What follows belongs to an exercise in optimizing a design on an open flow for small area; a production flow would make more cautious choices. In this exercise RTL edits were held to simulation tests only and were not proved equivalent to the original. Power and IR drop assume default switching activity.

$ cat flow/design.v
module ubxcodec (
    input  wire        clk,
    input  wire        rst,           
    input  wire        reg_we,
    input  wire [3:0]  reg_waddr,
    input  wire [31:0] reg_wdata,
    input  wire [3:0]  reg_raddr,
    output reg  [31:0] reg_rdata,
    output wire        done_irq,
    output wire        txbuf_re,
    output wire [14:0] txbuf_addr,
    input  wire [7:0]  txbuf_rdata,
    output wire        rxbuf_we,
    output wire [14:0] rxbuf_waddr,
    output wire [7:0]  rxbuf_wdata,
    output wire        rx_req,
    input  wire        rx_valid,
    input  wire        rx_none,
    input  wire [7:0]  rx_data,
    input  wire        tick,
    output reg         tx_valid,
    output reg  [7:0]  tx_data,
    input  wire        tx_ready,
    input  wire        sin_valid,
    input  wire [9:0]  sin_sym,
    output reg         sin_ready,
    output reg         sout_valid,
    output reg  [9:0]  sout_sym,
    input  wire        sout_ready,
    input  wire        din_valid,
    input  wire [7:0]  din_data,
    output reg         din_ready
);
    localparam [3:0] R_CMD = 4'd0, R_STATUS = 4'd1, R_RESULT = 4'd2, R_ARG_CLSID = 4'd3,
                     R_ARG_LEN = 4'd4, R_ARG_NAME = 4'd5, R_TIMEOUT = 4'd6, R_ELAPSED = 4'd7,
                     R_MSG_CLSID = 4'd8, R_MSG_LEN = 4'd9, R_CKOUT = 4'd10, R_RCKOUT = 4'd11,
                     R_XOUT = 4'd12, R_CONFIG = 4'd13;
    localparam [3:0] RES_OK = 4'b0001, RES_NO_MESSAGE = 4'b0010,
                     ERR_PAYLOAD_TOO_LARGE = 4'b1000, ERR_UNKNOWN_MESSAGE_TYPE = 4'b1001,
                     ERR_FRAMING = 4'b1010, ERR_CHECKSUM_MISMATCH = 4'b1011,
                     ERR_TRANSPORT = 4'b1100, ERR_TEXT_FORMAT = 4'b1101,
                     ERR_BAD_COMMAND = 4'b1110;
    localparam [1:0] G_IDLE = 2'd0, G_UBX = 2'd1, G_NMEA = 2'd2, G_CK = 2'd3;
    reg [1:0]  grp;
    reg        dir;           
    reg [3:0]  ph;
    reg        done, msg_valid, fe_sync2;
    reg [3:0]  res;
    reg [15:0] arg_clsid, arg_len;
    reg [7:0]  arg_name;
    reg [31:0] timeout, elapsed;
    reg [7:0]  ck_a, ck_b, xacc;
    reg [7:0]  rck_a, rck_b, rxck;
    reg [7:0]  msg_cls, msg_id;
    reg [14:0] msg_len;
    reg [7:0]  cls, id;
    reg [14:0] len;
    reg [14:0] cnt;
    reg        lst;           
    reg        expd;          
    wire busy = (grp != G_IDLE);
    wire ubx  = (grp == G_UBX);
    wire nmea = (grp == G_NMEA);
    wire ckg  = (grp == G_CK);
    wire uenc = ubx & ~dir;
    wire urcv = ubx & dir;
    wire nenc = nmea & ~dir;
    wire ndec = nmea & dir;
    wire p0 = (ph == 4'd0), p1 = (ph == 4'd1), p2 = (ph == 4'd2), p3 = (ph == 4'd3);
    wire p4 = (ph == 4'd4), p5 = (ph == 4'd5), p6 = (ph == 4'd6), p7 = (ph == 4'd7);
    wire p8 = (ph == 4'd8);
    function [32:0] inc32;
        input [31:0] a;
        integer i;
        reg c;
        begin
            c = 1'b1;
            for (i = 0; i < 32; i = i + 1) begin
                inc32[i] = a[i] ^ c;
                c = c & a[i];
            end
            inc32[32] = c;
        end
    endfunction
    function [15:0] inc15;
        input [14:0] a;
        integer i;
        reg c;
        begin
            c = 1'b1;
            for (i = 0; i < 15; i = i + 1) begin
                inc15[i] = a[i] ^ c;
                c = c & a[i];
            end
            inc15[15] = c;
        end
    endfunction
    function [7:0] add8;
        input [7:0] a, b;
        integer i;
        reg c;
        begin
            c = 1'b0;
            for (i = 0; i < 8; i = i + 1) begin
                add8[i] = a[i] ^ b[i] ^ c;
                c = (a[i] & b[i]) | (c & (a[i] ^ b[i]));
            end
        end
    endfunction
    wire [7:0] sin_ch   = sin_sym[7:0];
    wire [1:0] sin_kind = sin_sym[9:8];
    wire [3:0] nib      = p2 ? xacc[7:4] : xacc[3:0];
    wire [7:0] hexc     = (nib <= 4'd9) ? {4'h3, nib} : {4'h3, nib} + 8'h07;
    wire t_txb = ckg | (uenc & p6);
    wire [7:0] symb = (sin_kind == 2'b00) ? sin_ch : (sin_kind == 2'b01) ? 8'h2C : 8'h2A;
    wire [7:0] tbyte = ({8{t_txb}} & txbuf_rdata) |
                       ({8{urcv}} & rx_data) | ({8{ndec}} & din_data) |
                       ({8{uenc & p0}} & 8'hB5) | ({8{uenc & p1}} & 8'h62) |
                       ({8{uenc & p2}} & arg_clsid[7:0]) | ({8{uenc & p3}} & arg_clsid[15:8]) |
                       ({8{uenc & p4}} & arg_len[7:0]) | ({8{uenc & p5}} & arg_len[15:8]) |
                       ({8{uenc & p7}} & ck_a) | ({8{uenc & p8}} & ck_b) |
                       ({8{nenc & (p0 | p1)}} & symb) | ({8{nenc & (p2 | p3)}} & hexc) |
                       ({8{nenc & p4}} & 8'h0D) | ({8{nenc & p5}} & 8'h0A);
    wire sin_pass = sin_valid & (p0 ? (sin_kind == 2'b00 && sin_ch == 8'h24) : (sin_kind != 2'b11));
    wire nfb      = p0 | p1;
    always @(*) begin
        tx_data   = tbyte;
        tx_valid  = uenc | (nenc & (nfb ? sin_pass : 1'b1));
        sin_ready = nenc & nfb & (~sin_pass | tx_ready);
    end
    wire d_24 = (din_data == 8'h24);
    wire d_2c = (din_data == 8'h2C);
    wire d_2a = (din_data == 8'h2A);
    wire d_0d = (din_data == 8'h0D);
    wire d_0a = (din_data == 8'h0A);
    wire d_hex = (din_data[7:4] == 4'h3 && din_data[3:0] <= 4'd9) ||
                 (din_data[7:4] == 4'h4 && din_data[3:0] >= 4'd1 && din_data[3:0] <= 4'd6);
    wire [3:0] d_hexval = din_data[6] ? din_data[3:0] + 4'd9 : din_data[3:0];
    wire ck_match = (rxck == xacc);
    always @(*) begin
        sout_valid = ndec & din_valid & (p0 ? d_24 :
                                         p1 ? ~(d_2a | d_0d | d_0a | d_24) :
                                         p5 ? (d_0a & ck_match) : 1'b0);
        sout_sym   = {d_0a, d_2c, din_data & {8{~(d_2c | d_0a)}}};
        din_ready  = ndec & (~sout_valid | sout_ready);
    end
    wire tx_fire  = tx_valid && tx_ready;
    wire sin_fire = sin_valid && sin_ready;
    wire din_fire = din_valid && din_ready;
    wire rx_fire  = rx_req && rx_valid;
    wire rx_byte  = rx_fire & ~rx_none;
    wire [7:0] byte_in = tbyte;
    wire [7:0] ck_a_next = add8(ck_a, byte_in);
    wire [7:0] ck_b_next = add8(ck_b, ck_a_next);
    wire [15:0] cnt_inc = inc15(cnt);
    wire [15:0] lim     = urcv ? {1'b0, len} : arg_len;
    wire        at_end  = (cnt_inc == lim);
    assign rx_req     = urcv;
    assign txbuf_re   = (uenc & p6) | (ckg & ~lst);
    assign txbuf_addr = cnt;
    assign rxbuf_we    = urcv & p6 & rx_byte;
    assign rxbuf_waddr = cnt;
    assign rxbuf_wdata = rx_data;
    assign done_irq = done;
    always @(*) begin
        case (reg_raddr)
            R_STATUS:    reg_rdata = {28'd0, fe_sync2, msg_valid, done, busy};
            R_RESULT:    reg_rdata = {27'd0, res[3], 1'b0, res[2:0]};
            R_ARG_CLSID: reg_rdata = {16'd0, arg_clsid};
            R_ARG_LEN:   reg_rdata = {16'd0, arg_len};
            R_ARG_NAME:  reg_rdata = {24'd0, arg_name};
            R_TIMEOUT:   reg_rdata = timeout;
            R_ELAPSED:   reg_rdata = elapsed;
            R_MSG_CLSID: reg_rdata = {16'd0, msg_id, msg_cls};
            R_MSG_LEN:   reg_rdata = {17'd0, msg_len};
            R_CKOUT:     reg_rdata = {16'd0, ck_b, ck_a};
            R_RCKOUT:    reg_rdata = {16'd0, rck_b, rck_a};
            R_XOUT:      reg_rdata = {16'd0, rxck, xacc};
            R_CONFIG:    reg_rdata = 32'h00007FFF;
            default:     reg_rdata = 32'd0;
        endcase
    end
    wire        cmd_fire = reg_we && !busy && reg_waddr == R_CMD;
    wire [7:0]  op       = reg_wdata[7:0];
    wire        len_zero = (arg_len == 16'd0);
    wire [32:0] el_pre;
    assign el_pre[0] = 1'b1;
    genvar gk;
    generate
        for (gk = 0; gk < 32; gk = gk + 1) begin : g_elp
            assign el_pre[gk + 1] = el_pre[gk] & elapsed[gk];
        end
    endgenerate
    wire [31:0] el_inc_p = el_pre[31:0];
    wire [32:0] el_inc   = {el_pre[32], 32'd0};
    wire        host_wr  = reg_we && !busy;
    wire        ck_len_ok  = !(arg_len > 16'd32768);
    wire        enc_len_ok = !arg_len[15];
    reg        lk_hit;
    reg [15:0] lk_val;
    always @(*) begin
        lk_hit = 1'b1;
        case (arg_name)
            8'h00:   lk_val = 16'h0106;
            8'h01:   lk_val = 16'h2406;
            8'h02:   lk_val = 16'h0906;
            8'h80:   lk_val = 16'h01F0;
            8'h81:   lk_val = 16'h04F0;
            8'h82:   lk_val = 16'h03F0;
            default: begin lk_val = 16'h0000; lk_hit = 1'b0; end
        endcase
    end
    wire nrst = ~rst;
    wire w_clsid = nrst & host_wr & (reg_waddr == R_ARG_CLSID);
    wire l_clsid = nrst & cmd_fire & (op == 8'h03) & lk_hit;
    wire h_clsid = nrst & ~(host_wr & (reg_waddr == R_ARG_CLSID)) & ~(cmd_fire & (op == 8'h03) & lk_hit);
    wire w_len   = nrst & host_wr & (reg_waddr == R_ARG_LEN);
    wire h_len   = nrst & ~(host_wr & (reg_waddr == R_ARG_LEN));
    wire w_name  = nrst & host_wr & (reg_waddr == R_ARG_NAME);
    wire h_name  = nrst & ~(host_wr & (reg_waddr == R_ARG_NAME));
    wire w_to    = nrst & host_wr & (reg_waddr == R_TIMEOUT);
    wire h_to    = nrst & ~(host_wr & (reg_waddr == R_TIMEOUT));
    wire el_clr  = cmd_fire & (op == 8'h05);
    wire el_step = tick & urcv & ~el_inc[32];
    wire s_el_inc  = nrst & el_step;
    wire s_el_hold = nrst & ~el_step & ~el_clr;
    wire in_ubx_fold = (ph >= 4'd2) && (ph <= 4'd6);
    wire ck_fold = (ckg & ~lst & ~ph[0]) | (uenc & tx_fire & in_ubx_fold) |
                   (urcv & rx_byte & in_ubx_fold);
    wire ck_clr  = (cmd_fire & (((op == 8'h01) & ck_len_ok) | ((op == 8'h04) & enc_len_ok))) |
                   (urcv & rx_byte & p1 & (rx_data == 8'h62));
    wire s_ck_f  = nrst & ck_fold;
    wire s_ck_h  = nrst & ~ck_fold & ~ck_clr;
    wire x_fold = (ckg & ~lst & ph[0]) | (nenc & p1 & sin_fire & ~sin_kind[1]) |
                  (ndec & p1 & din_fire & ~(d_2a | d_0d | d_0a | d_24));
    wire x_clr  = cmd_fire & (((op == 8'h02) & ck_len_ok) | (op == 8'h06) | (op == 8'h07));
    wire s_x_f  = nrst & x_fold;
    wire s_x_h  = nrst & ~x_fold & ~x_clr;
    wire rx_clr = cmd_fire & (op == 8'h07);
    wire rx_hi  = ndec & p2 & din_fire & d_hex;
    wire rx_lo  = ndec & p3 & din_fire & d_hex;
    wire s_rxh_w = nrst & rx_hi;
    wire s_rxh_h = nrst & ~rx_hi & ~rx_clr;
    wire s_rxl_w = nrst & rx_lo;
    wire s_rxl_h = nrst & ~rx_lo & ~rx_clr;
    wire rck_a_w = urcv & rx_byte & p7;
    wire rck_b_w = urcv & rx_byte & p8;
    wire frame_ok = (rck_a == ck_a) && (rx_data == ck_b);
    wire msg_w   = rck_b_w & frame_ok;
    always @(posedge clk) begin
        arg_clsid <= ({16{w_clsid}} & reg_wdata[15:0]) | ({16{l_clsid}} & lk_val) |
                     ({16{h_clsid}} & arg_clsid);
        arg_len   <= ({16{w_len}} & reg_wdata[15:0]) | ({16{h_len}} & arg_len);
        arg_name  <= ({8{w_name}} & reg_wdata[7:0]) | ({8{h_name}} & arg_name);
        timeout   <= ({32{w_to}} & reg_wdata) | ({32{h_to}} & timeout);
        elapsed   <= {32{nrst & ~el_clr}} & (elapsed ^ ({32{el_step}} & el_inc_p));
        ck_a      <= ({8{s_ck_f}} & ck_a_next) | ({8{s_ck_h}} & ck_a);
        ck_b      <= ({8{s_ck_f}} & ck_b_next) | ({8{s_ck_h}} & ck_b);
        xacc      <= ({8{s_x_f}} & (xacc ^ byte_in)) | ({8{s_x_h}} & xacc);
        rxck[7:4] <= ({4{s_rxh_w}} & d_hexval) | ({4{s_rxh_h}} & rxck[7:4]);
        rxck[3:0] <= ({4{s_rxl_w}} & d_hexval) | ({4{s_rxl_h}} & rxck[3:0]);
        rck_a     <= ({8{nrst & rck_a_w}} & rx_data) | ({8{nrst & ~rck_a_w}} & rck_a);
        rck_b     <= ({8{nrst & rck_b_w}} & rx_data) | ({8{nrst & ~rck_b_w}} & rck_b);
        msg_cls   <= ({8{nrst & msg_w}} & cls) | ({8{nrst & ~msg_w}} & msg_cls);
        msg_id    <= ({8{nrst & msg_w}} & id)  | ({8{nrst & ~msg_w}} & msg_id);
        msg_len   <= ({15{nrst & msg_w}} & len) | ({15{nrst & ~msg_w}} & msg_len);
    end
    wire cnt_step = (ckg & ~lst) | (uenc & p6 & tx_fire) | (urcv & p6 & rx_byte);
    always @(posedge clk) begin
        cnt <= ({15{cnt_step}} & cnt_inc[14:0]) | ({15{busy & ~cnt_step}} & cnt);
        if (!busy)
            lst <= len_zero;
        else if (ckg)
            lst <= at_end;
        if (!busy)
            expd <= 1'b0;
        else if (tick && urcv && !el_inc[32] && elapsed == timeout)
            expd <= 1'b1;
        if (urcv & rx_byte) begin
            if (p2) cls <= rx_data;
            if (p3) id  <= rx_data;
            if (p4) len[7:0]  <= rx_data;
            if (p5) len[14:8] <= rx_data[6:0];
        end
    end
    reg       adv, adv2, resync, fin;
    reg [3:0] code;
    always @(*) begin
        adv = 1'b0; adv2 = 1'b0; resync = 1'b0; fin = 1'b0; code = RES_OK;
        case (grp)
            G_CK: fin = lst;
            G_UBX: begin
                if (!dir) begin
                    if (tx_ready) begin
                        fin  = p8;
                        adv  = ~p8 & (~p6 | at_end);
                        adv2 = p5 & len_zero;
                    end
                end else if (rx_valid) begin
                    if (p0) begin
                        fin  = expd;
                        code = RES_NO_MESSAGE;
                        adv  = ~expd & ~rx_none & (rx_data == 8'hB5);
                    end else if (rx_none) begin
                        fin  = 1'b1;
                        code = ERR_TRANSPORT;
                    end else begin
                        if (p1) begin
                            adv    = (rx_data == 8'h62);
                            resync = ~(rx_data == 8'h62);
                        end
                        if (p2 | p3 | p4 | p7) adv = 1'b1;
                        if (p5) begin
                            fin  = rx_data[7];
                            code = ERR_FRAMING;
                            adv  = ~rx_data[7];
                            adv2 = ({rx_data, len[7:0]} == 16'd0);
                        end
                        if (p6) adv = at_end;
                        if (p8) begin
                            fin  = 1'b1;
                            code = frame_ok ? RES_OK : ERR_CHECKSUM_MISMATCH;
                        end
                    end
                end
            end
            G_NMEA: begin
                if (!dir) begin
                    if (nfb) begin
                        if (sin_fire) begin
                            code = ERR_TEXT_FORMAT;
                            if (p0) begin
                                adv = sin_pass;
                                fin = ~sin_pass;
                            end else begin
                                adv = (sin_kind == 2'b10);
                                fin = (sin_kind == 2'b11);
                            end
                        end
                    end else if (tx_ready) begin
                        fin = p5;
                        adv = ~p5;
                    end
                end else if (din_fire) begin
                    code = ERR_TEXT_FORMAT;
                    if (p0) begin adv = d_24; fin = ~d_24; end
                    if (p1) begin adv = d_2a; fin = d_0d | d_0a | d_24; end
                    if (p2 | p3) begin adv = d_hex; fin = ~d_hex; end
                    if (p4) begin adv = d_0d; fin = ~d_0d; end
                    if (p5) begin
                        fin = 1'b1;
                        code = !d_0a ? ERR_TEXT_FORMAT : ck_match ? RES_OK : ERR_CHECKSUM_MISMATCH;
                    end
                end
            end
            default: ;
        endcase
    end
    reg        c_busy;
    reg [1:0]  c_grp;
    reg        c_dir;
    reg [3:0]  c_code;
    always @(*) begin
        c_busy = 1'b1; c_grp = G_UBX; c_dir = 1'b0; c_code = RES_OK;
        case (op)
            8'h01, 8'h02: begin c_busy = ck_len_ok; c_grp = G_CK; c_code = ERR_PAYLOAD_TOO_LARGE; end
            8'h03: begin c_busy = 1'b0; c_code = lk_hit ? RES_OK : ERR_UNKNOWN_MESSAGE_TYPE; end
            8'h04: begin c_busy = enc_len_ok; c_grp = G_UBX; c_code = ERR_PAYLOAD_TOO_LARGE; end
            8'h05: begin c_grp = G_UBX; c_dir = 1'b1; end
            8'h06: begin c_grp = G_NMEA; end
            8'h07: begin c_grp = G_NMEA; c_dir = 1'b1; end
            default: begin c_busy = 1'b0; c_code = ERR_BAD_COMMAND; end
        endcase
    end
    always @(posedge clk) begin
        if (rst) begin
            grp       <= G_IDLE;
            dir       <= 1'b0;
            ph        <= 4'd0;
            done      <= 1'b0;
            msg_valid <= 1'b0;
            fe_sync2  <= 1'b0;
            res       <= 4'd0;
        end else if (!busy) begin
            ph <= 4'd0;
            if (cmd_fire) begin
                done <= ~c_busy;
                if (c_busy) begin
                    grp <= c_grp;
                    dir <= c_dir;
                    ph  <= {3'b000, (c_grp == G_CK) & op[1]};
                end else begin
                    res <= c_code;
                end
                if (op == 8'h05) begin
                    fe_sync2  <= 1'b0;
                    msg_valid <= 1'b0;
                end
            end
        end else begin
            if (fin) begin
                res  <= code;
                done <= 1'b1;
                grp  <= G_IDLE;
            end
            if (resync) begin
                ph       <= 4'd0;
                fe_sync2 <= 1'b1;
            end else begin
                ph <= ph + {2'b00, adv & adv2, adv & ~adv2};
            end
            if (urcv & rx_valid & p8 & ~rx_none & frame_ok)
                msg_valid <= 1'b1;
        end
    end
endmodule
$ cat flow/flow/run.sh
#!/bin/bash
# Layout flow: the standard flow (standard.sh), with two changes.
#  1. Synthesis runs the standard flow's own synthesis script unchanged, but ABC maps the logic with an
#     area-oriented script (flow/abc_area.script) in place of ORFS's speed script.
#  2. Port buffers are sky130_fd_sc_hd__buf_1 cells, and CTS uses the flow's CTS_ARGS.
# Each step's full output goes to a log file in the work folder.
set -euo pipefail
W=$(pwd)
rm -rf "$W/scripts_area"
cp -r "$FLOW_HOME/scripts" "$W/scripts_area"
cp "$W/flow/abc_area.script" "$W/scripts_area/abc_speed.script"
bash "$W/standard.sh" SCRIPTS_DIR="$W/scripts_area" synth > "$W/synth.log" 2>&1
CTS="-sink_clustering_enable -repair_clock_nets"
if [[ -f "$W/flow/cts_args" ]]; then CTS=$(cat "$W/flow/cts_args"); fi
bash "$W/standard.sh" "BUFFER_PORTS_ARGS=-buffer_cell sky130_fd_sc_hd__buf_1" "CTS_ARGS=$CTS" finish > "$W/layout.log" 2>&1
$ cat flow/flow/abc_area.script
strash
dc2
&get -n
&deepsyn -I 10 -J 3
&dch
&nf -R 1000 -F 8 -A 4 -C 32 -p
&put
strash
dc2
&get -n
&dch
&nf -R 1000 -F 8 -A 4 -C 32 -p
&put
$ cat flow/flow/cts_args
-sink_clustering_enable -repair_clock_nets -dont_use_dummy_load -buf_list sky130_fd_sc_hd__clkbuf_8 -sink_clustering_size 12 -sink_clustering_max_diameter 80
$ cat flow/standard.sh
#!/bin/bash
# synth_recipe.tcl (not shown) runs the flow's synth.tcl, then flattens the netlist and writes it again
# the make line also repeats each setting of config.mk as NAME=value (left out here)
make -C /OpenROAD-flow-scripts/flow DESIGN_CONFIG=/design/flow/config.mk WORK_HOME=/design/flow/orfs CLKGATE_MAP_FILE= SYNTH_SCRIPT=/design/flow/synth_recipe.tcl "${@:-finish}"
$ cat flow/config.mk
export PLATFORM = sky130hd
export DESIGN_NAME = ubxcodec
export DESIGN_NICKNAME = ubxcodec
export VERILOG_FILES = /design/flow/design.v
export SDC_FILE = /design/flow/constraint.sdc
export NUM_CORES = 4
export LEC_CHECK = 0
export CAP_MARGIN = 20
export CORE_MARGIN = 2
export CORE_UTILIZATION = 40
export SLEW_MARGIN = 20
$ cat flow/constraint.sdc
create_clock -name core_clock -period 10.0 [get_ports {clk}]
set_input_delay 2.0000 -clock core_clock [delete_from_list [all_inputs] [get_ports {clk}]]
set_output_delay 2.0000 -clock core_clock [all_outputs]
set_load 0.01 [all_outputs]
==> results.yml, run 1 <==
synthesis:
  synth_compound_area_share_pct: 28.9
  synth_top_family_by_area: "compound AO/OA/AOI/OAI gates"
  ys.warnings.count: 1
  synth-edff-count: 32
  ys_seq_area_share_pct: 43.0
  yosysUniqueCellTypes: 57
  syn-num-nets: 1383
  yosys.area_share.simple_pct: 15.0
  syn-instance-count: 1257
  async_flop_share_pct: 0
  synth_fa_ha_area_share_pct: 5.13
  synth_seq_cells: 245
  syn_area_mm2: 0.0122
  synth_mux_area_share_pct: 1.77
  synthXorXnorAreaFrac_pct: 2.45
  postSynthAreaPerCell_um2: 9.67
  synth_flop_cell: "dfxtp_1"
critical_path:
  crit_family: "adder cells"
  crit_path_frequent_cell: "fa_1"
  arrival_ns: 7.57
  crit_path_start_kind: "flip-flop"
  crit_buf_inv: 4
  timing.rr.end: "ck_b[7]$_DFF_P_"
  critPathCaptureType: "flip-flop"
  cp_cell_sequence: "clkinv_1, ha_1, nand2_1, clkinv_1, a221oi_1, o221ai_1, a221oi_1, nand4_1, a21oi_1, o21ai_0, fa_1, fa_1, fa_1, fa_1, fa_1, clkinv_1, fa_1, clkinv_1, fa_1, xnor2_1, xnor2_1, o21ai_0"
  crit_path_start: "grp[1]$_SDFFE_PP0P_"
  worstSetupPathType: "reg -> reg"
  crit_required_ns: 10.44
  cpMaxStageDelayCell: "clkinv_1"
  path_max_fanout: 16
  r2r_start: "grp[1]$_SDFFE_PP0P_"
  regToRegSetupSlack_ns: 2.86
  rr_worst_depth: 22
  crit_cells: 22
  endpoint: "ck_b[7]$_DFF_P_"
  cp_slowest_stage_delay_ns: 0.91
clocking:
  root_buffer: "clkbuf_8"
  cts_buffer_depth: 3
  clkTransAtPathRegs_ns: 0.09
  cts_setup_buffers: 0
  hold_buffers: 0
  cts_tree: "built"
  insertion_delay_ns: 0.56
  h-tree-depth: 1
  cts_sinks: 245
  cts_resized: 0
  cts_buffers: 24
pwr:
  powerDensity_mw_per_mm2: 121
  peakVddDrop_v: 0.000115
  power.leakage_nw: 4.96
min_path:
  holdPathStages: 1
  hp-class: "reg -> reg"
place:
  portBuffers: 179
  gp_congestion: 1.01
  hpwl_mm: 38.9
  post-place-cells: 1832
floorplanning:
  core_mm2: 0.0298
  die_w_um: 178
  die_area_mm2: 0.0318
  rows: 63
  die_h_um: 178
  initial_core_util_pct: 40.8
  io_pins: 180
global_routing:
  grt-ovfl-total: 0
  grt_first_pass_wirelength_mm: 75.6
  grt_max_degree: 34
  antenna_found_initial: 0
  grt_pass1_vias: 11600
  grt_usage_pct: 32.2
sta:
  setup_viol: 0
  maxSlewViolCount: 0
  fin_crit_sh_pct: 71.4
  fmax_mhz: 140
  maxSlewHeadroom_pct: 25.1
  grt_setup_unrepaired: "no"
  min_period_ns: 7.14
  worstMarginPinSlew_ns: 1.11
  whs_ns: 0.468
  fin_skew_ns: 0.0354
  hold_viol: 0
  tns_ns: 0
routing:
  wirelength_mm: 51.6
  drc: 0
  drt_pre_antenna_iters: 9
  avgRoutedWirePerCell_um: 27.8
  via_per_inst: 6.59
  ant_nets: 0
  vias: 12200
  drtIter0Drc: 1531
cells_and_area:
  fin_nets: 1594
  syn_to_final_growth_pct: 13.2
  layout_common_cells: "dfxtp_1, buf_1, a22o_1"
  final_common_cell: "dfxtp_1"
  diodes: 0
  final_cells: 1856
  nFillCells: 2906
  drive_above_1_share_pct: 4.71
  fin_util_pct: 46.2
run:
  drv_cap: 0
status:
  status: "timing/DRC/antenna clean"
## report_power, final
part / leakage (nW) / internal [mW] / switching [mW] / total [mW]
clock: 0.173 / 0.214 / 0.330 / 0.544
sequential: 2.00 / 0.999 / 0.00805 / 1.01
combinational: 2.78 / 0.0344 / 0.0831 / 0.117
total: 4.96 / 1.25 / 0.422 / 1.67
## routing by layer
layer	vias up	track usage (%)	part of all wire [%]
li1	5409	-	-
met1	5895	43.5	41
met2	786	48.5	43
met3	146	6.20	10
met4	2	16.9	5.8
met5	-	2.56	0.20
## sequential cells by signal, indices dropped and copies added, names as in the netlist, 8 cells and up
signal     cells
arg_clsid     16
arg_len       16
arg_name       8
ck_a           8
ck_b           8
cls            8
cnt           15
elapsed       32
id             8
len           15
msg_cls        8
msg_id         8
msg_len       15
rck_a          8
rck_b          8
rxck           8
timeout       32
xacc           8
## kinds of logic (layout without fill, tap and decap cells)
family	Yosys count	in the layout
AO/OA/AOI/OAI	454	454
XOR/XNOR	34	34
adder cells (fa/ha/maj)	42	42
buffers and inverters	96	305
flip-flops	245	245
multiplexers	21	21
AND/OR/NAND/NOR	365	365
## area by class of cell
| type | instances | area [um2] | area share [%] |
|---|---|---|---|
| tap | 390 | 488 | 3.55 |
| clock buffer | 24 | 330 | 2.40 |
| timing repair buffer | 213 | 927 | 6.74 |
| multi-input combinational | 916 | 6530 | 47.5 |
| sequential | 245 | 5230 | 38.0 |
| inverter | 68 | 255 | 1.86 |
## worst min-delay path by stage
stage                    startpoint                   end  slack [ns]
3_5_place_dp       cls[0]$_DFFE_PP_    msg_cls[0]$_DFF_P_        0.45
4_1_cts             id[4]$_DFFE_PP_     msg_id[4]$_DFF_P_        0.47
2_1_floorplan  arg_clsid[9]$_DFF_P_  arg_clsid[9]$_DFF_P_        0.43
6_report           cls[4]$_DFFE_PP_    msg_cls[4]$_DFF_P_        0.47
3_3_place_gp       cls[1]$_DFFE_PP_    msg_cls[1]$_DFF_P_        0.45
5_1_grt             id[4]$_DFFE_PP_     msg_id[4]$_DFF_P_        0.48
## per-stage QoR
stage          cell area (um2)  setup WS [ns]  total power, mW
6_report                 13800           2.86             1.67
5_1_grt                  13800           2.64             1.72
3_5_place_dp             13400           3.03             1.14
3_3_place_gp             13400           3.21             1.14
2_1_floorplan            12200           3.61             1.07
4_1_cts                  13700           2.99             1.68
## synthesized netlist by cell type, types with 17 or more instances
library cell / instances / share of area (%)
a21oi_1: 52 / 2.1
a222oi_1: 60 / 4.9
a22o_1: 165 / 12
a22oi_1: 23 / 1.4
buf_4: 25 / 1.5
clkinv_1: 68 / 2.1
dfxtp_1: 213 / 35
edfxtp_1: 32 / 7.9
ha_1: 29 / 3.0
mux2i_1: 17 / 1.4
nand2_1: 75 / 2.3
nand3_1: 29 / 1.2
nand4_1: 33 / 1.7
nor2_1: 81 / 2.5
nor3_1: 48 / 2.0
nor4_1: 17 / 0.88
o21ai_0: 61 / 2.5
o22ai_1: 20 / 1.0
xnor2_1: 21 / 1.5
==> run 2, diff against run 1 <==
--- a/flow/design.v
+++ b/flow/design.v
@@ -57,8 +57,8 @@
     reg [14:0] len;
     reg [14:0] cnt;
     reg        lst;           
-    reg        expd;          
     wire busy = (grp != G_IDLE);
+    wire expd = lst;
     wire ubx  = (grp == G_UBX);
     wire nmea = (grp == G_NMEA);
     wire ckg  = (grp == G_CK);
@@ -269,13 +269,11 @@
     always @(posedge clk) begin
         cnt <= ({15{cnt_step}} & cnt_inc[14:0]) | ({15{busy & ~cnt_step}} & cnt);
         if (!busy)
-            lst <= len_zero;
+            lst <= len_zero & (op != 8'h05);
         else if (ckg)
             lst <= at_end;
-        if (!busy)
-            expd <= 1'b0;
         else if (tick && urcv && !el_inc[32] && elapsed == timeout)
-            expd <= 1'b1;
+            lst <= 1'b1;
         if (urcv & rx_byte) begin
             if (p2) cls <= rx_data;
             if (p3) id  <= rx_data;
==> results.yml, run 2 <==
pwr:
  clkPwrFrac_pct: 33.0
  powerDensity_mw_per_mm2: 122
  power.leakage_nw: 5.03
  switching_share_pct: 25.6
  peakVddDrop_v: 0.0000774
  switchingPower_mw: 0.428
  power.internal_mw: 1.24
  combPwrFrac_pct: 6.8
  seq_power_share_pct: 60.1
place:
  post-place-cells: 1842
  portBuffers: 179
  dpl_cell_area_mm2: 0.0134
  place_ws_ns: 3.24
  hpwl_mm: 37.6
  gp_congestion: 1.02
sta:
  fin_skew_ns: 0.0272
  maxSlewViolCount: 0
  fmax_mhz: 152
  maxSlewHeadroom_pct: 24.3
  grt_setup_unrepaired: "no"
  fin_ws_ns: 3.41
  whs_ns: 0.458
  min_period_ns: 6.59
  tns_ns: 0
  setup_viol: 0
  hold_viol: 0
  worstMarginPinSlew_ns: 1.13
  fin_crit_sh_pct: 65.9
synthesis:
  synth_seq_cells: 244
  synth_common_cells: "dfxtp_1, a22o_1, nand2_1"
  syn-instance-count: 1272
  yosys-top-cells-area: "dfxtp_1, a22o_1, edfxtp_1"
  async_flop_share_pct: 0
  ys_seq_area_share_pct: 42.8
  yosysMostFrequentCell: "dfxtp_1"
  yosysUniqueCellTypes: 59
  postSynthAreaPerCell_um2: 9.56
  ys.warnings.count: 1
  syn-num-nets: 1398
  synth_top_area_share_pct: 34.9
  synth_flop_cell: "dfxtp_1"
  synth-edff-count: 32
  synth_top_area_cell: "dfxtp_1"
  syn_area_mm2: 0.0122
critical_path:
  crit_path_start_kind: "input pin"
  critPathCaptureType: "primary output"
  worstSetupPathType: "in -> out"
  crit_required_ns: 8.00
  arrival_ns: 4.59
  path_max_fanout: 10
  cp_slowest_stage_delay_ns: 0.57
  cpMaxStageDelayCell: "nor4_1"
  cp_cell_sequence: "buf_1, nor3_1, nand2_1, or4_1, nor4_1, nor3_1, a211oi_1, a21boi_0, buf_1"
clocking:
  cts_setup_buffers: 0
  cts_buffers: 24
  cts_resized: 0
  root_buffer: "clkbuf_8"
  h-tree-depth: 1
  cts_buffer_depth: 3
  insertion_delay_ns: 0.55
  hold_buffers: 0
  clkTransAtPathRegs_ns: 0.08
  cts_tree: "built"
  cts_sinks: 244
routing:
  drc: 0
  avgRoutedWirePerCell_um: 26.9
  via_per_inst: 6.59
  vias: 12300
  ant_nets: 0
  drt_pre_antenna_iters: 10
  wirelength_mm: 50.3
  drtIter0Drc: 1945
floorplanning:
  die_h_um: 178
  core_mm2: 0.0298
  rows: 63
  io_pins: 180
  initial_core_util_pct: 40.8
  die_area_mm2: 0.0318
  die_w_um: 178
cells_and_area:
  fin_nets: 1604
  post-route-cell-area_mm2: 0.0137
  drive_above_1_share_pct: 4.54
  top_regs: "elapsed: 32 flops, timeout: 32 flops"
  layout_common_cells: "dfxtp_1, buf_1, a22o_1"
  syn_to_final_growth_pct: 13.0
  final_common_cell: "dfxtp_1"
  nFillCells: 2975
  final_cells: 1867
global_routing:
  grt-ovfl-total: 0
  grt_usage_pct: 31.1
  grt_max_degree: 34
  antenna_found_initial: 1
  grt_first_pass_wirelength_mm: 73.8
  grt_pass1_vias: 11400
min_path:
  hp-class: "reg -> reg"
status:
  status: "timing/DRC/antenna clean"
run:
  drv_cap: 0
[run 2: power by group through the flow]
| stage | clock network, mW | logic, mW | registers, mW |
|---|---|---|---|
| 2_1_floorplan | 0 | 0.0479 | 1.02 |
| 3_3_place_gp | 0 | 0.110 | 1.03 |
| 3_5_place_dp | 0 | 0.111 | 1.03 |
| 4_1_cts | 0.555 | 0.111 | 1.00 |
| 5_1_grt | 0.593 | 0.121 | 1.00 |
| 6_report | 0.552 | 0.114 | 1.00 |
[run 2: critical path: cells and delay by family]
kind / cells / cell delay (ns)
and+or+nand+nor: 5 / 1.63
AOI/OAI and AO/OA: 2 / 0.56
buffers and inverters: 2 / 0.40
[run 2: kinds of logic after synthesis]
family,after synthesis,synth area share (%)
compound gates,458,29.4
simple gates,373,15.0
flops,244,42.8
buf+inv,110,4.17
fa+ha+maj,42,5.13
xor+xnor,28,2.02
mux,17,1.41
[run 2: path summary, 6_finish.rpt]
path / startpoint / to / slack (ns) / cells past startpoint
worst max-delay path: din_data[6] / din_ready / 3.41 / 9
worst max register to register: ph[0]$_SDFF_PP0_ / ck_b[7]$_DFF_P_ / 3.46 / 23
worst min register to register: cls[4]$_DFFE_PP_ / msg_cls[4]$_DFF_P_ / 0.46 / 1
worst min-delay path: cls[4]$_DFFE_PP_ / msg_cls[4]$_DFF_P_ / 0.46 / 1
[run 2: area by class of cell]
class                      instances  area [um2]  area share (%)
tap                              390         488            3.55
multi-input combinational        918        6510            47.4
antenna                            1        2.50          0.0182
clock buffer                      24         330            2.40
sequential                       244        5200            37.9
inverter                          82         308            2.24
timing repair buffer             208         890            6.48
[run 2: routing by layer]
layer	up-vias	global-route usage, %	part of all wire (%)
met2	810	48.2	44
met3	133	6.31	11
met5	-	0	0
met4	0	12.9	4.2
li1	5430	-	-
met1	5933	42.2	41
[run 2: stage by stage]
stage / total power [mW] / utilization (%)
after detailed placement: 1.14 / 44.9
after floorplan: 1.07 / -
after global routing: 1.72 / 46.1
final: 1.67 / 46.1
after CTS: 1.67 / 46.0
after global placement: 1.14 / 44.9
==> run 3, diff against run 2 <==
==> flow/flow/cts_args (replaced) <==
-sink_clustering_enable -repair_clock_nets -dont_use_dummy_load -buf_list sky130_fd_sc_hd__clkbuf_8 -sink_clustering_size 14 -sink_clustering_max_diameter 100
==> results.yml, run 3 <==
critical_path:
  crit_path_start_kind: "input pin"
  cp_slowest_stage_delay_ns: 0.78
  cp_cell_sequence: "buf_1, nand2b_1, nor2_1, buf_4, a222oi_1, nand4_1, buf_1"
  crit_family: "buffers and inverters"
  crit_path_frequent_cell: "buf_1"
  worstSetupPathType: "in -> out"
  critPathCaptureType: "primary output"
  cpMaxStageDelayCell: "a222oi_1"
  crit_buf_inv: 3
  path_max_fanout: 16
  crit_required_ns: 8.00
  arrival_ns: 4.69
sta:
  maxSlewViolCount: 0
  fin_skew_ns: 0.0234
  hold_viol: 0
  grt_setup_unrepaired: "no"
  worstMarginPinSlew_ns: 1.17
  min_period_ns: 6.69
  fmax_mhz: 150
  maxSlewHeadroom_pct: 21.5
  setup_viol: 0
  fin_ws_ns: 3.31
  fin_crit_sh_pct: 66.9
  tns_ns: 0
run:
  drv_cap: 0
place:
  portBuffers: 179
  post-place-cells: 1842
  place_ws_ns: 3.24
  gp_congestion: 1.02
  hpwl_mm: 37.6
synthesis:
  synth_common_cells: "dfxtp_1, a22o_1, nand2_1"
  syn_area_mm2: 0.0122
  syn-num-nets: 1398
  syn-instance-count: 1272
  ys.warnings.count: 1
  async_flop_share_pct: 0
  yosys-top-cells-area: "dfxtp_1, a22o_1, edfxtp_1"
  synth-edff-count: 32
  yosysMostFrequentCell: "dfxtp_1"
  ys_seq_area_share_pct: 42.8
  synth_seq_cells: 244
  synth_top_area_cell: "dfxtp_1"
  yosysUniqueCellTypes: 59
  postSynthAreaPerCell_um2: 9.56
  synth_flop_cell: "dfxtp_1"
  synth_top_area_share_pct: 34.9
pwr:
  power.leakage_nw: 5.01
  powerDensity_mw_per_mm2: 119
  switchingPower_mw: 0.417
  peakVddDrop_v: 0.0000629
  clkPwrFrac_pct: 31.6
  combPwrFrac_pct: 7.0
  power.internal_mw: 1.22
  switching_share_pct: 25.5
  seq_power_share_pct: 61.5
clocking:
  cts_resized: 0
  hold_buffers: 0
  insertion_delay_ns: 0.55
  cts_buffer_depth: 3
  cts_buffers: 21
  cts_setup_buffers: 0
  cts_tree: "built"
  root_buffer: "clkbuf_8"
  cts_sinks: 244
  h-tree-depth: 1
  clkTransAtPathRegs_ns: 0.09
cells_and_area:
  fin_nets: 1601
  drive_above_1_share_pct: 4.34
  final_common_cell: "dfxtp_1"
  final_cells: 1863
  fin_util_pct: 46.0
  syn_to_final_growth_pct: 12.7
  top_regs: "elapsed: 32 flops, timeout: 32 flops"
  layout_common_cells: "dfxtp_1, buf_1, a22o_1"
  diodes: 0
  nFillCells: 2963
routing:
  drt_pre_antenna_iters: 12
  via_per_inst: 6.57
  vias: 12200
  wirelength_mm: 50.0
  avgRoutedWirePerCell_um: 26.8
  drc: 0
  ant_nets: 0
  drtIter0Drc: 1949
global_routing:
  grt_usage_pct: 31.0
  grt_first_pass_wirelength_mm: 73.6
  grt_max_degree: 34
  grt_pass1_vias: 11400
  grt-ovfl-total: 0
  antenna_found_initial: 0
min_path:
  hp-class: "reg -> reg"
floorplanning:
  die_h_um: 178
  die_area_mm2: 0.0318
  io_pins: 180
  die_w_um: 178
  initial_core_util_pct: 40.8
  rows: 63
  core_mm2: 0.0298
status:
  status: "timing/DRC/antenna clean"
-- run 3: cell types whose count changed in the layout (fill, tap and decap cells not counted), sizes merged --
cell / change
clkbuf: -3
diode: -1
-- run 3: stage by stage --
| step | hold WS [ns] | total power, mW | instance area [um2] |
|---|---|---|---|
| after floorplan | 0.425 | 1.07 | 12200 |
| after global placement | 0.444 | 1.14 | 13400 |
| after detailed placement | 0.451 | 1.14 | 13400 |
| after CTS | 0.470 | 1.64 | 13700 |
| after global routing | 0.480 | 1.68 | 13700 |
| final | 0.467 | 1.63 | 13700 |
-- run 3: path summary, 6_finish.rpt --
path,from,end,slack [ns],depth (start not counted)
min,cls[0]$_DFFE_PP_,msg_cls[0]$_DFF_P_,0.47,1
min reg2reg,cls[0]$_DFFE_PP_,msg_cls[0]$_DFF_P_,0.47,1
max,reg_raddr[3],reg_rdata[0],3.31,7
max reg2reg,ph[0]$_SDFF_PP0_,ck_b[7]$_DFF_P_,3.47,23
-- run 3: final cells by class --
| cell class | count | area (um2) | share of cell area [%] |
|---|---|---|---|
| Multi-Input combinational cell | 918 | 6510 | 47.6 |
| Sequential cell | 244 | 5200 | 38.0 |
| Timing Repair Buffer | 208 | 890 | 6.50 |
| Tap cell | 390 | 488 | 3.56 |
| Inverter | 82 | 308 | 2.25 |
| Clock buffer | 21 | 289 | 2.11 |
-- run 3: kinds of logic after synthesis --
group	count (synthesis)	synth area share, %
XOR/XNOR	28	2.02
multiplexers	17	1.41
AO/OA/AOI/OAI	458	29.4
flip-flops	244	42.8
buffers and inverters	110	4.17
AND/OR/NAND/NOR	373	15.0
adder cells (fa/ha/maj)	42	5.13
-- run 3: layer usage --
metal / global-route usage, % / vias to the layer above / wire [um]
met5: 0 / - / 0
met4: 12.8 / 0 / 2370
met3: 5.82 / 155 / 5330
met2: 48.3 / 813 / 21600
met1: 42.1 / 5838 / 20600
li1: - / 5428 / -
-- run 3: power by group through the flow --
stage | Combinational (mW) | Clock [mW] | Sequential, mW
after floorplan | 0.0479 | 0 | 1.02
after global placement | 0.110 | 0 | 1.03
after detailed placement | 0.111 | 0 | 1.03
after CTS | 0.111 | 0.521 | 1.00
after global routing | 0.121 | 0.554 | 1.00
final | 0.114 | 0.516 | 1.00
==> run 4, diff against run 3 <==
--- a/flow/config.mk
+++ b/flow/config.mk
@@ -7,5 +7,5 @@
 export LEC_CHECK = 0
 export CAP_MARGIN = 20
 export CORE_MARGIN = 2
-export CORE_UTILIZATION = 40
+export CORE_UTILIZATION = 55
 export SLEW_MARGIN = 20
==> results.yml, run 4 <==
min_path:
  hold_end: "msg_cls[2]$_DFF_P_"
  hp-class: "reg -> reg"
  holdPathStages: 1
  min_from: "cls[2]$_DFFE_PP_"
critical_path:
  timing.rr.end: "ck_b[7]$_DFF_P_"
  crit_path_frequent_cell: "fa_1"
  crit_required_ns: 10.39
  cp_slowest_stage_delay_ns: 0.84
  rr_worst_depth: 21
  regToRegSetupSlack_ns: 2.87
  r2r_start: "grp[1]$_SDFFE_PP0P_"
  worstSetupPathType: "reg -> reg"
  cp_cell_sequence: "clkinv_1, ha_1, nand2_1, clkinv_1, a22oi_1, nand2_1, a221oi_1, nand4_1, ha_1, fa_1, fa_1, fa_1, fa_1, fa_1, clkinv_1, fa_1, clkinv_1, fa_1, xnor2_1, xnor2_1, o21ai_0"
  path_max_fanout: 17
  cpMaxStageDelayCell: "clkinv_1"
  crit_path_start_kind: "flip-flop"
  arrival_ns: 7.51
  critPathCaptureType: "flip-flop"
cells_and_area:
  syn_to_final_growth_pct: 11.2
  seqCellArea_mm2: 0.00520
  top_regs: "elapsed: 32 flops, timeout: 32 flops"
  drive_above_1_share_pct: 3.95
  nFillCells: 1956
  fin_nets: 1595
  post-route-cell-area_mm2: 0.0135
  final_common_cell: "dfxtp_1"
  multiInputGateArea_mm2: 0.00651
  layout_common_cells: "dfxtp_1, buf_1, a22o_1"
routing:
  vias: 12400
  dr_wl_met3_mm: 5.77
  dr_wl_met2_mm: 21.3
  drtIter0Drc: 1746
  drt-met1-wl_mm: 18.2
  ant_nets: 0
  drc: 0
  drt_pre_antenna_iters: 14
  avgRoutedWirePerCell_um: 27.6
  wirelength_mm: 48.3
  via_per_inst: 7.07
  highest_layer: "met5"
global_routing:
  grt_usage_pct: 40.0
  antenna_found_initial: 1
  grt_max_degree: 34
  grt_first_pass_wirelength_mm: 72.2
  grt_pass1_vias: 11600
  grt-ovfl-total: 0
synthesis:
  yosys.area_share.simple_pct: 15.0
  yosys-top-cells-area: "dfxtp_1, a22o_1, edfxtp_1"
  ys.warnings.count: 1
  synth_seq_cells: 244
  async_flop_share_pct: 0
  synth-edff-count: 32
  postSynthAreaPerCell_um2: 9.56
  yosysUniqueCellTypes: 59
  synthXorXnorAreaFrac_pct: 2.02
  syn-instance-count: 1272
  yosysMostFrequentCell: "dfxtp_1"
  synth_mux_area_share_pct: 1.41
  synth_top_area_cell: "dfxtp_1"
  synth_compound_area_share_pct: 29.4
  syn_area_mm2: 0.0122
  synth_flop_cell: "dfxtp_1"
  ys_seq_area_share_pct: 42.8
  synth_top_area_share_pct: 34.9
  syn-num-nets: 1398
  synth_top_family_by_area: "compound AO/OA/AOI/OAI gates"
  synth_common_cells: "dfxtp_1, a22o_1, nand2_1"
  synth_fa_ha_area_share_pct: 5.13
place:
  gp_congestion: 1.04
  portBuffers: 179
  hpwl_mm: 36.1
  dpl_cell_area_mm2: 0.0132
clocking:
  hold_buffers: 0
  cts_setup_buffers: 0
  cts_buffers: 21
  cts_buffer_depth: 3
  insertion_delay_ns: 0.57
  cts_tree: "built"
  root_buffer: "clkbuf_8"
  clkTransAtPathRegs_ns: 0.10
  cts_sinks: 244
  cts_resized: 0
  h-tree-depth: 1
status:
  status: "timing/DRC/antenna clean"
sta:
  tns_ns: 0
  fin_skew_ns: 0.0705
  fin_crit_sh_pct: 71.3
  worstMarginPinSlew_ns: 1.20
  hold_viol: 0
  maxSlewHeadroom_pct: 19.4
  grt_setup_unrepaired: "no"
  min_period_ns: 7.13
  setup_viol: 0
  fmax_mhz: 140
  whs_ns: 0.438
  maxSlewViolCount: 0
floorplanning:
  die_h_um: 153
  initial_core_util_pct: 55.9
  core_mm2: 0.0218
  die_area_mm2: 0.0233
  die_w_um: 153
  rows: 54
  io_pins: 180
pwr:
  powerDensity_mw_per_mm2: 121
  power.leakage_nw: 4.98
  peakVddDrop_v: 0.0000845
  power_mw: 1.63
run:
  drv_cap: 0
==> run 4: cells by family after synthesis <==
kind of cell,count (synthesis)
multiplexers,17
AND/OR/NAND/NOR,373
flip-flops,244
AO/OA/AOI/OAI,458
XOR/XNOR,28
adder cells (fa/ha/maj),42
buffers and inverters,110
==> run 4: where the power goes <==
group	internal, mW	leakage, nW	switching, mW
registers	0.996	2.00	0.00900
logic	0.0322	2.83	0.0792
clock network	0.188	0.151	0.328
total	1.22	4.98	0.416
==> run 4: how the worst max path moves through the flow <==
stage,from,endpoint,slack [ns],cells after the start
after global routing,grp[1]$_SDFFE_PP0P_,ck_b[7]$_DFF_P_,2.58,21
after floorplan,reg_raddr[0],reg_rdata[6],3.72,3
after global placement,rx_data[0],ck_b[7]$_DFF_P_,3.33,18
after detailed placement,grp[1]$_SDFFE_PP0P_,ck_b[7]$_DFF_P_,3.09,21
after CTS,grp[1]$_SDFFE_PP0P_,ck_b[7]$_DFF_P_,2.99,21
final,grp[1]$_SDFFE_PP0P_,ck_b[7]$_DFF_P_,2.87,21
==> run 4: worst max-delay path, delay by kind of cell, from the launching register on <==
kind	cells	cell delay, ns
adders and majority gates	9	3.25
and+or+nand+nor	3	1.14
buffers and inverters	4	1.11
AOI/OAI and AO/OA	3	0.69
DFF	1	0.41
xor gates and xnor gates	2	0.34
==> run 4: metal layers <==
layer,GRT usage (%),vias up
li1,-,5421
met1,52.8,5826
met2,62.1,918
met3,7.82,198
met4,21.6,2
met5,0,-
==> run 4: cell type report <==
cell class,instances,area share [%]
inverters,82,2.28
clock buffers,21,2.14
flip-flops and latches,244,38.5
repair buffers,202,6.25
well taps,280,2.59
diodes,1,0.0185
multi-input cells,918,48.2
==> run 4: stage by stage <==
| step | std cells | setup WS [ns] | util, % |
|---|---|---|---|
| global route | 1747 | 2.58 | 62.1 |
| CTS | 1747 | 2.99 | 62.1 |
| global placement | 1726 | 3.33 | 60.7 |
| finish | 1748 | 2.87 | 62.1 |
| detailed placement | 1726 | 3.09 | 60.7 |
| floorplan | 1272 | 3.72 | - |
==> run 5, diff against run 4 <==
--- a/flow/design.v
+++ b/flow/design.v
@@ -57,8 +57,8 @@
     reg [14:0] len;
     reg [14:0] cnt;
     reg        lst;           
+    reg        expd;          
     wire busy = (grp != G_IDLE);
-    wire expd = lst;
     wire ubx  = (grp == G_UBX);
     wire nmea = (grp == G_NMEA);
     wire ckg  = (grp == G_CK);
@@ -269,11 +269,13 @@
     always @(posedge clk) begin
         cnt <= ({15{cnt_step}} & cnt_inc[14:0]) | ({15{busy & ~cnt_step}} & cnt);
         if (!busy)
-            lst <= len_zero & (op != 8'h05);
+            lst <= len_zero;
         else if (ckg)
             lst <= at_end;
+        if (!busy)
+            expd <= 1'b0;
         else if (tick && urcv && !el_inc[32] && elapsed == timeout)
-            lst <= 1'b1;
+            expd <= 1'b1;
         if (urcv & rx_byte) begin
             if (p2) cls <= rx_data;
             if (p3) id  <= rx_data;
==> flow/run.sh (new file) <==
#!/bin/bash
# synth_recipe.tcl (not shown) runs the flow's synth.tcl, then flattens the netlist and writes it again
# the make line also repeats each setting of config.mk as NAME=value (left out here)
make -C /OpenROAD-flow-scripts/flow DESIGN_CONFIG=/design/flow/config.mk WORK_HOME=/design/flow/orfs CLKGATE_MAP_FILE= SYNTH_SCRIPT=/design/flow/synth_recipe.tcl finish
--- a/flow/config.mk
+++ b/flow/config.mk
@@ -7,5 +7,8 @@
 export LEC_CHECK = 0
 export CAP_MARGIN = 20
 export CORE_MARGIN = 2
-export CORE_UTILIZATION = 55
+export CORE_UTILIZATION = 40
+export CTS_BUF_LIST = sky130_fd_sc_hd__clkbuf_8
+export CTS_CLUSTER_DIAMETER = 80
+export CTS_CLUSTER_SIZE = 12
 export SLEW_MARGIN = 20
removed: flow/flow/run.sh
removed: flow/flow/abc_area.script
removed: flow/flow/cts_args
removed: flow/standard.sh
==> results.yml, run 5 <==
synthesis:
  ys_seq_area_share_pct: 37.0
  synth_flop_cell: "dfxtp_1"
  syn_area_mm2: 0.0141
  synth-edff-count: 32
  synth_top_area_share_pct: 30.2
  syn-num-nets: 1749
  ys.warnings.count: 1
  yosys-top-cells-area: "dfxtp_1, edfxtp_1, a22o_1"
  synth_seq_cells: 245
  yosysMostFrequentCell: "dfxtp_1"
  synth_common_cells: "dfxtp_1, nand2_1, nor2_1"
  syn-instance-count: 1623
  postSynthAreaPerCell_um2: 8.70
  synth_top_area_cell: "dfxtp_1"
  async_flop_share_pct: 0
  yosysUniqueCellTypes: 91
global_routing:
  grt_max_degree: 71
  grt_first_pass_wirelength_mm: 84.3
  grt_pass1_vias: 12900
  grt_usage_pct: 31.0
  grt-ovfl-total: 0
  antenna_found_initial: 2
clocking:
  cts_resized: 0
  cts_setup_buffers: 0
  insertion_delay_ns: 0.60
  h-tree-depth: 1
  cts_buffer_depth: 3
  root_buffer: "clkbuf_8"
  cts_buffers: 25
  cts_tree: "built"
  hold_buffers: 0
  cts_sinks: 245
  clkTransAtPathRegs_ns: 0.09
critical_path:
  path_max_fanout: 14
  crit_required_ns: 8.00
  cp_slowest_stage_delay_ns: 0.75
  worstSetupPathType: "in -> out"
  cp_cell_sequence: "clkdlybuf4s50_1, nand2b_1, nor3_1, buf_4, a22o_1, a221oi_1, nand4_1, clkdlybuf4s50_1"
  arrival_ns: 5.16
  crit_path_start_kind: "input pin"
  cpMaxStageDelayCell: "nor3_1"
  crit_path_frequent_cell: "clkdlybuf4s50_1"
  critPathCaptureType: "primary output"
routing:
  via_per_inst: 6.16
  vias: 13500
  drc: 0
  ant_nets: 0
  avgRoutedWirePerCell_um: 26.4
  wirelength_mm: 57.8
  drt_pre_antenna_iters: 7
  drtIter0Drc: 1692
cells_and_area:
  top_regs: "elapsed: 32 flops, timeout: 32 flops"
  syn_to_final_growth_pct: 17.3
  fin_util_pct: 47.9
  fin_nets: 1853
  seqCellArea_mm2: 0.00523
  final_cells: 2193
  nFillCells: 3335
  post-route-cell-area_mm2: 0.0166
  layout_common_cells: "dfxtp_1, nand2_1, clkdlybuf4s50_1"
  final_common_cell: "dfxtp_1"
  diodes: 0
  multiInputGateArea_mm2: 0.00813
  drive_above_1_share_pct: 5.75
pwr:
  power.leakage_nw: 6.20
  seq_power_share_pct: 56.6
  peakVddDrop_v: 0.0000853
  powerDensity_mw_per_mm2: 108
  switchingPower_mw: 0.471
  clkPwrFrac_pct: 34.1
  switching_share_pct: 26.3
  power.internal_mw: 1.32
  combPwrFrac_pct: 9.2
floorplanning:
  core_mm2: 0.0346
  die_h_um: 192
  io_pins: 180
  initial_core_util_pct: 40.8
  rows: 68
  die_area_mm2: 0.0368
  die_w_um: 192
sta:
  setup_viol: 0
  grt_setup_unrepaired: "no"
  maxSlewHeadroom_pct: 27.8
  fin_ws_ns: 2.84
  min_period_ns: 7.16
  fin_crit_sh_pct: 71.6
  maxSlewViolCount: 0
  hold_viol: 0
  fin_skew_ns: 0.0518
  worstMarginPinSlew_ns: 1.08
  fmax_mhz: 140
  tns_ns: 0
place:
  hpwl_mm: 43.7
  post-place-cells: 2155
  dpl_cell_area_mm2: 0.0161
  place_ws_ns: 2.19
  gp_congestion: 0.986
  portBuffers: 179
run:
  drv_cap: 0
min_path:
  hp-class: "reg -> reg"
status:
  status: "timing/DRC/antenna clean"
run 5: worst paths after layout:
path,startpoint,endpoint,slack (ns),cells after the start
hold / removal,rck_b[6]$_DFF_P_,rck_b[6]$_DFF_P_,0.47,2
hold reg to reg,rck_b[6]$_DFF_P_,rck_b[6]$_DFF_P_,0.47,2
setup / recovery,reg_raddr[2],reg_rdata[10],2.84,8
setup reg to reg,ph[1]$_SDFF_PP0_,ck_b[7]$_DFF_P_,2.94,23
run 5: cell families after synthesis:
group           Yosys count  share of synthesized area [%]
mux                      61                           4.38
xor+xnor                109                           6.86
simple gates            597                           21.1
flops                   245                           37.0
compound gates          390                           20.6
buf+inv                 179                           5.63
fa+ha+maj                42                           4.41
run 5: per-stage QoR:
step                      hold slack [ns]  total power [mW]
after global placement              0.449              1.20
after global routing                0.485              1.85
after floorplan                     0.431              1.10
final                               0.468              1.79
after detailed placement            0.450              1.20
after CTS                           0.463              1.80
run 5: power by group through the flow:
stage,Sequential [mW],Combinational (mW),Clock [mW]
3_5_place_dp,1.04,0.162,0
2_1_floorplan,1.03,0.0749,0
6_report,1.01,0.165,0.611
5_1_grt,1.01,0.174,0.659
3_3_place_gp,1.04,0.161,0
4_1_cts,1.01,0.162,0.622
run 5: per-layer routing:
layer  vias up  wire length (um)  GRT usage [%]
met3       157              5060           4.97
met1      6561             24600           42.7
met5         -                 0              0
li1       6122                 -              -
met4         0              3020           14.7
met2       679             25100           47.2
run 5: cell type report:
type	instances	share of cell area, %
clock inverters	11	0.355
flip-flops and latches	245	31.5
inverters	40	0.906
repair buffers	216	12.5
multi-input cells	1199	49.1
clock buffers	27	2.24
well taps	455	3.44
run 5: critical path: cells and delay by family:
kind / cells / cell delay [ns]
and+or+nand+nor: 3 / 1.31
buffers and inverters: 3 / 1.58
AOI/OAI and AO/OA: 2 / 0.27

[re-timing with driven ports]
How much do the figures lean on ideal ports? The routed layouts below were timed once more, with nothing changed but the port constraints. Step 1 sets driving cells, clkbuf_16 on the clock port and buf_2 on the other inputs (assumed; they add their load-dependent delay and slew). Step 2, shift: input delay + t, output delay - t, t = (earliest + latest rising clock arrival at the registers) / 2. This alone moves slack from input paths to output paths. Slacks: ideal ports / drivers / drivers and shift; pairs: ideal ports / drivers.
run	t (ns)	setup WS [ns]	worst setup path after step 2	cell pins on the clock port's net
run 1	0.591	2.860 / 2.860 / 2.860	register to register	1
run 2	0.593	3.411 / 3.391 / 3.180	input to register	1
run 3	0.588	3.315 / 3.282 / 3.189	input to register	1
run 4	0.585	2.874 / 2.874 / 2.874	register to register	1
run 5	0.625	2.836 / 2.777 / 2.242	input to register	1
After both steps setup and hold are still met in every run listed. The setup slack of run 5, which loses most, moves by -0.059 ns with the drivers and by -0.594 ns with both steps.
